What follows belongs to an exercise in optimizing a design on an open flow for small area, a short achievable clock period and few clock cycles; a production flow would make more cautious choices.
In this exercise RTL edits were held to simulation tests only and were not proved equivalent to the original.

==> v5 <==
// srsynth_voice
module srsynth_voice (
    input  wire        clk,
    input  wire        rst,
    input  wire        cmd_valid,
    output wire        cmd_ready,
    input  wire [1:0]  cmd_op,
    input  wire [31:0] cmd_a,
    input  wire [31:0] cmd_b,
    input  wire        cmd_env,
    output reg         done,
    output reg  [31:0] sample_rate,
    output reg  [31:0] attack_s,
    output reg  [31:0] release_s,
    output reg         env_en,
    output reg  [7:0]  active,
    output reg  [31:0] freq,
    output reg  [31:0] peak,
    output reg  [31:0] inc,
    output reg  [31:0] slope
);
export LEC_CHECK = 0
export CAP_MARGIN = 40
export CORE_MARGIN = 2
export CORE_UTILIZATION = 35
export SLEW_MARGIN = 20
export SYNTH_MEMORY_MAX_BITS = 8192
create_clock -name core_clock -period 22.0 [get_ports {clk}]
run.sh (not shown) runs the stock make flow with config.mk's settings and CLKGATE_MAP_FILE= SYNTH_SCRIPT=/design/flow/synth_recipe.tcl, a recipe that flattens the netlist after the stock synthesis.
==> v2: changes against v5 <==
--- a/flow/design.v
+++ b/flow/design.v
@@ -47,24 +47,25 @@
 );
     localparam integer NQ = 26;    
     localparam [1:0] S_IDLE = 2'd0, S_NORM = 2'd1, S_ITER = 2'd2, S_RND = 2'd3;
     localparam [1:0] P_NONE = 2'd0, P_NAN = 2'd1, P_INF = 2'd2, P_ZERO = 2'd3;
     reg [1:0]         st;
     reg               dv;
     reg [23:0]        ma;        
     reg [25:0]        d3;        
+    wire              mlead = ma[23] ^ dv;    
     reg [25:0]        rr;        
     reg [NQ-1:0]      qq;
     reg signed [9:0]  ex;
     reg               sg;
     reg               stk;
     reg               fixed;
     reg [1:0]         spc;
-    reg [4:0]         cnt;
+    reg [2:0]         cnt;
     assign ready = (st == S_IDLE) || yv;
     wire [7:0]  ea = a[30:23], eb = b[30:23];
     wire [22:0] fa = a[22:0],  fb = b[22:0];
     wire b_ez = (eb == 8'h00);
     wire b_em = (eb == 8'hFF);
     wire b_fz = (fb == 23'd0);
     wire a_nan = a_em & ~a_fz, b_nan = b_em & ~b_fz;
     wire a_inf = a_em &  a_fz, b_inf = b_em &  b_fz;
@@ -84,88 +85,84 @@
             if (a_nan | b_nan | (a_inf & b_zero) | (b_inf & a_zero))  spc_in = P_NAN;
             else if (a_inf | b_inf)                                   spc_in = P_INF;
             else if (a_zero | b_zero)                                 spc_in = P_ZERO;
             else                                                      spc_in = P_NONE;
         end
     end
     reg [25:0]   r_t, r_1;
     reg [NQ-1:0] q_t, q_1;
-    reg [26:0]   sx, t1, t2, t3, o3;
-    reg [23:0]   rem;
+    reg [26:0]   sx, t1, t2, t3, v;
     reg          g1, g2, g3;
+    reg          e0, e1, e2, e3;
     reg [1:0]    qd;
-    integer i;
+    integer i, k;
     always @* begin
         r_t = rr;
         q_t = qq;
         for (i = 0; i < 2; i = i + 1) begin
             sx = {1'b0, r_t};
-            t1 = sx + ~{3'b000, ma} + 27'd1;
-            t2 = sx + ~{2'b00, ma, 1'b0} + 27'd1;
-            if (dv)
-                o3 = ~{1'b0, d3};
-            else
-                case (qq[2*i+1 -: 2])
-                    2'd0:    o3 = 27'd0;
-                    2'd1:    o3 = {3'b000, ma};
-                    2'd2:    o3 = {2'b00, ma, 1'b0};
-                    default: o3 = {1'b0, d3};
-                endcase
-            t3 = sx + o3 + {26'd0, dv};
+            t1 = sx + {{3{dv}}, ma} + {26'd0, dv};
+            t2 = sx + {{2{dv}}, ma, dv} + {26'd0, dv};
+            t3 = sx + {dv, d3} + {26'd0, dv};
             g1 = ~t1[26];
             g2 = ~t2[26];
             g3 = ~t3[26];
             qd = {g2, g3 | (g1 & ~g2)};
-            rem = ({24{dv & ~g1}}      & sx[23:0]) |
-                  ({24{dv & g1 & ~g2}} & t1[23:0]) |
-                  ({24{dv & g2 & ~g3}} & t2[23:0]) |
-                  ({24{dv & g3}}       & t3[23:0]);
-            r_t = {rem, 2'b00} | ({26{~dv}} & {2'b00, t3[25:2]});
-            if (dv)
-                q_t = {q_t[NQ-3:0], qd};
-            else
-                q_t = {t3[1:0], q_t[NQ-1:2]};
+            if (dv) begin
+                e0 = ~g1;
+                e1 = g1 & ~g2;
+                e2 = g2 & ~g3;
+                e3 = g3;
+            end else begin
+                e0 = ~qq[24-2*i] & ~qq[25-2*i];
+                e1 = ~qq[24-2*i] &  qq[25-2*i];
+                e2 =  qq[24-2*i] & ~qq[25-2*i];
+                e3 =  qq[24-2*i] &  qq[25-2*i];
+            end
+            v = ({27{e0}} & sx) | ({27{e1}} & t1) | ({27{e2}} & t2) | ({27{e3}} & t3);
+            r_t = dv ? {v[23:0], 2'b00} : {2'b00, v[25:2]};
+            q_t = {q_t[NQ-3:0], dv ? qd : v[1:0]};
             if (i == 0) begin
                 r_1 = r_t;
                 q_1 = q_t;
             end
         end
     end
-    wire          last = (st == S_ITER) && dv && (cnt == 5'd6);
+    wire          last = (st == S_ITER) && dv && (cnt == 3'd6);
     wire [25:0]   rs   = last ? r_1 : rr;
     wire [NQ-1:0] qs   = last ? q_1 : qq;
     wire lead = dv ? qs[NQ-1] : rr[23];
     wire ld   = fixed | lead;
     reg [23:0] mant;
     reg        g, s;
     reg signed [9:0] ee;
     reg        ru;
-    wire zgone = dv ? (qq[NQ-1:1] == 25'd0) : ({rr[23:0], qq[NQ-1]} == 25'd0);
+    wire zgone = (qq[NQ-1:1] == 25'd0);
     always @* begin
         if (dv) begin
             if (ld) begin
                 mant = qs[25:2];
                 g    = qs[1];
                 s    = qs[0];
             end else begin
                 mant = qs[24:1];
                 g    = qs[0];
                 s    = 1'b0;
             end
             s = s | (rs != 26'd0) | stk;
         end else begin
-            if (ld) begin
+            if (lead) begin
                 mant = rr[23:0];
-                g    = qq[NQ-1];
-                s    = |qq[NQ-2:0];
+                g    = qq[1];
+                s    = (|qq[23:2]) | qq[0];
             end else begin
-                mant = {rr[22:0], qq[NQ-1]};
-                g    = qq[NQ-2];
-                s    = |qq[NQ-3:0];
+                mant = {rr[22:0], qq[1]};
+                g    = qq[0];
+                s    = |qq[23:2];
             end
             s = s | stk;
         end
         if (fixed)
             ee = ex;
         else if (dv)
             ee = lead ? ex : ex - 10'sd1;
         else
@@ -181,84 +178,95 @@
             default: begin
                 if (ee >= 10'sd255)
                     y = {sg, 8'hFF, 23'd0};
                 else
                     y = {sg, mant[23] ? ee[7:0] : 8'd0, mant[22:0]} + {31'd0, ru};
             end
         endcase
     end
+    wire iter_run = (st == S_ITER) && !last;
     always @(posedge clk) begin
         if (rst) begin
             st <= S_IDLE;
-        end else if (st == S_ITER && !last) begin
+        end else if (iter_run) begin
+            if (!dv && cnt == 3'd5) st <= S_RND;
+        end else if (start && ready) begin
+            if (spc_in != P_NONE)
+                st <= S_RND;
+            else if (a_ez | b_ez)
+                st <= S_NORM;
+            else
+                st <= S_ITER;
+        end else if (ready) begin
+            st <= S_IDLE;
+        end else begin
+            case (st)
+                S_NORM: if (mlead && (dv ? rr[24] : qq[2])) st <= S_ITER;
+                S_ITER: st <= S_RND;    
+                default: ;
+            endcase
+        end
+    end
+    always @(posedge clk) begin
+        if (iter_run) begin
             rr  <= r_t;
             qq  <= q_t;
-            cnt <= cnt + 5'd1;
-            if (!dv && cnt == 5'd5) st <= S_RND;
-        end else if (start && ready) begin
+            cnt <= cnt + 3'd1;
+            if (dv && cnt == 3'd0) ex <= ex + $signed(qq[NQ-1:NQ-10]);
+        end else if (ready) begin
             dv    <= op_div;
             sg    <= a[31] ^ b[31];
             spc   <= spc_in;
             stk   <= 1'b0;
             fixed <= 1'b0;
-            cnt   <= 5'd0;
-            ma    <= mb;
-            d3    <= {2'b00, mb} + {1'b0, mb, 1'b0};
-            ex    <= xa + kb;
+            cnt   <= 3'd0;
+            ma    <= mb ^ {24{op_div}};
+            d3    <= ({2'b00, mb} + {1'b0, mb, 1'b0}) ^ {26{op_div}};
             if (op_div) begin
+                ex <= kb;
                 rr <= {1'b0, ~a_ez, fa, 1'b0};
-                qq <= {NQ{1'b0}};
+                qq <= {xa, {(NQ-10){1'b0}}};
             end else begin
+                ex <= xa + kb;
                 rr <= 26'd0;
-                qq <= {{(NQ-24){1'b0}}, ~a_ez, fa};
+                for (k = 0; k < 23; k = k + 1) qq[25-k] <= fa[k];
+                qq[2]   <= ~a_ez;
+                qq[1:0] <= 2'b00;
             end
-            if (spc_in != P_NONE)
-                st <= S_RND;
-            else if (a_ez | b_ez)
-                st <= S_NORM;
-            else
-                st <= S_ITER;
         end else begin
             case (st)
                 S_NORM: begin
-                    if (!ma[23]) begin
-                        ma <= ma << 1;
-                        d3 <= d3 << 1;
+                    if (!mlead) begin
+                        ma <= {ma[22:0], dv};
+                        d3 <= {d3[24:0], dv};
                     end
                     if (dv) begin
                         if (!rr[24]) rr <= rr << 1;
-                        ex <= ex + {9'd0, ~ma[23]} - {9'd0, ~rr[24]};
-                        if (ma[23] && rr[24]) st <= S_ITER;
+                        ex <= ex + {9'd0, ~mlead} - {9'd0, ~rr[24]};
                     end else begin
-                        if (!qq[23]) qq[23:0] <= qq[23:0] << 1;
-                        ex <= ex - {9'd0, ~ma[23]} - {9'd0, ~qq[23]};
-                        if (ma[23] && qq[23]) st <= S_ITER;
+                        if (!qq[2]) qq[25:2] <= {1'b0, qq[25:3]};
+                        ex <= ex - {9'd0, ~mlead} - {9'd0, ~qq[2]};
                     end
                 end
                 S_ITER: begin
                     rr <= r_1;
                     qq <= q_1;
-                    st <= yv ? S_IDLE : S_RND;
                 end
                 S_RND: begin
-                    if (yv) begin
-                        st <= S_IDLE;
-                    end else if (!fixed) begin
+                    if (!fixed) begin
                         fixed <= 1'b1;
+                        dv    <= 1'b1;
                         ex    <= ee;
-                        if (!lead) begin
-                            if (dv) qq <= qq << 1;
-                            else    {rr[23:0], qq} <= {rr[23:0], qq} << 1;
-                        end
+                        qq    <= {mant, g, s};
+                        rr    <= 26'd0;
                     end else begin
                         ex  <= ex + 10'sd1;
                         stk <= stk | qq[0];
-                        if (dv) qq <= qq >> 1;
-                        else    {rr[23:0], qq} <= {rr[23:0], qq} >> 1;
+                        qq  <= qq >> 1;
                     end
                 end
                 default: ;
             endcase
         end
     end
 endmodule
 module srsynth_freq_rom (
@@ -575,17 +583,18 @@
     localparam [31:0] F_ZERO    = 32'h00000000;
     localparam [31:0] F_ONE     = 32'h3F800000;
     localparam [31:0] F_M_ONE   = 32'hBF800000;
     localparam [31:0] F_10MS    = 32'h3C23D70A;
     localparam [2:0] S_IDLE = 3'd0,
                      S_INC  = 3'd2,    
                      S_MUL  = 3'd3,    
                      S_XR   = 3'd1,    
-                     S_SDIV = 3'd4;    
+                     S_SDIV = 3'd4,    
+                     S_OFF  = 3'd5;    
     reg [2:0]  state;
     reg [7:0]  vel_r;
     reg        neg;         
     reg [31:0] slp_o;       
     reg        sk;          
     reg        sv;          
     reg        ov;          
     assign cmd_ready = (state == S_IDLE);
@@ -606,42 +615,40 @@
         .clk(clk), .rst(rst), .start(u_start), .op_div(u_div),
         .a(u_a), .a_ez(u_aez), .a_em(u_aem), .a_fz(u_afz), .b(u_b),
         .ready(u_ready), .yv(u_yv), .y(u_y)
     );
     reg [31:0] xr;
     always @(posedge clk) xr <= u_y;
     wire acc = cmd_valid && cmd_ready;
     wire on_go   = acc && cmd_op == 2'd2 && is_on;
-    wire off_go  = acc && cmd_op == 2'd2 && !is_on && is_off && d1 == active;
     wire rel_hit = (sv && sk) || (ov && !sk);
     wire atk_hit = (sv && !sk) || (ov && sk);
     wire atk_ez = (attack_s[30:23] == 8'h00),  atk_em = (attack_s[30:23] == 8'hFF);
     wire rel_ez = (release_s[30:23] == 8'h00), rel_em = (release_s[30:23] == 8'hFF);
     wire atk_fz = (attack_s[22:0] == 23'd0),   rel_fz = (release_s[22:0] == 23'd0);
     always @* begin
         u_start = 1'b0;
         u_div   = 1'b1;
         u_a     = rom_t2;
         u_b     = sample_rate;
         u_aez   = 1'b0;    
         u_aem   = 1'b0;
         u_afz   = 1'b0;
         case (state)
             S_IDLE: begin
-                if (on_go) begin
-                    u_start = 1'b1;
-                end else if (off_go && !rel_hit) begin
-                    u_start = 1'b1;
-                    u_div   = 1'b0;
-                    u_a     = release_s;
-                    u_aez   = rel_ez;
-                    u_aem   = rel_em;
-                    u_afz   = rel_fz;
-                end
+                u_start = on_go;
+            end
+            S_OFF: begin
+                u_start = 1'b1;
+                u_div   = 1'b0;
+                u_a     = release_s;
+                u_aez   = rel_ez;
+                u_aem   = rel_em;
+                u_afz   = rel_fz;
             end
             S_INC: begin
                 if (u_yv && !atk_hit) begin
                     u_start = 1'b1;
                     u_div   = 1'b0;
                     u_a     = attack_s;
                     u_aez   = atk_ez;
                     u_aem   = atk_em;
@@ -713,17 +720,17 @@
                                             slp_o <= slope;
                                             sk    <= 1'b1;
                                             sv    <= 1'b1;
                                             ov    <= sv;
                                         end
                                         done <= 1'b1;
                                     end else begin
                                         neg   <= 1'b1;
-                                        state <= S_MUL;
+                                        state <= S_OFF;
                                     end
                                 end else begin
                                     done <= 1'b1;
                                 end
                             end
                             default: done <= 1'b1;
                         endcase
                     end
@@ -743,16 +750,17 @@
                             done  <= 1'b1;
                             state <= S_IDLE;
                         end else begin
                             neg   <= 1'b0;
                             state <= S_MUL;
                         end
                     end
                 end
+                S_OFF: state <= S_MUL;
                 S_MUL: if (u_yv) state <= S_XR;
                 S_XR:  state <= S_SDIV;
                 S_SDIV: begin
                     if (u_yv) begin
                         slope <= u_y;
                         if (sk != neg) begin
                             slp_o <= slope;
                             ov    <= sv;
==> flow/flow/run.sh (new file) <==
#!/bin/bash
set -e
export SETUP_SLACK_MARGIN=15
bash standard.sh > standard.log 2>&1
==> flow/standard.sh (new file) <==
#!/bin/bash
# synth_recipe.tcl (not shown) runs the flow's synth.tcl, then flattens the netlist and writes it again
# the make line also repeats each setting of config.mk as NAME=value (left out here)
make -C /OpenROAD-flow-scripts/flow DESIGN_CONFIG=/design/flow/config.mk WORK_HOME=/design/flow/orfs CLKGATE_MAP_FILE= SYNTH_SCRIPT=/design/flow/synth_recipe.tcl "${@:-finish}"
removed: flow/run.sh
==> summary.txt <==
Synth
  – Mapped cell area: 39230 um^2
  – Synth Area in XOR/XNOR: 6.743%
  – Mapped Cells: 5195

Worst hold path
  – WHS Endpoint: slp_o[16]

STA
  – Final period utilization: 33.26%

Clocking
  – Num CTS Buffers: 50

Finish
  – Multi-input combinational area share: 57.84%

Status
  – Status: finished clean

Setup path
  – CP Launch Type: input pin
(the above is from v2)
==> summary.txt <==
Synth
  – Mapped Cells: 5388
  – Mapped cell area: 41000 um^2

Status
  – Status: finished clean

Setup path
  – CP Launch Type: flop

STA
  – Final period utilization: 44.93%

Finish
  – Multi-input combinational area share: 60.10%

Clocking
  – Num CTS Buffers: 52
(the above is from v5)
Testbench counts of v5, summed over its fixed seeds: cycles 21,357.
Testbench counts of v2, summed over its fixed seeds: cycles 21,558.

==> static timing again, ports no longer ideal <==
How much do the figures lean on ideal ports? The routed layouts below were timed once more, with nothing changed but the port constraints.
Step 1 assumes that a clkbuf_16 drives the clock port and a buf_2 every other input.
Step 2, shift: input delay + t, output delay - t, t = (earliest + latest rising clock arrival at the registers) / 2. This alone moves slack from input paths to output paths.
Three values: ideal, step 1, step 2; two values: the first two.
run | t, ns | setup WS [ns] | worst register clock-pin slew, ns
v5 | 0.704 | 12.115 / 12.115 / 11.823 | 0.07 / 0.07
v2 | 0.698 | 14.683 / 14.614 / 13.916 | 0.07 / 0.07
After both steps setup and hold are still met in every run listed. For v2, which loses most, drivers alone change the setup slack by -0.069 ns; drivers and shift together by -0.767 ns.
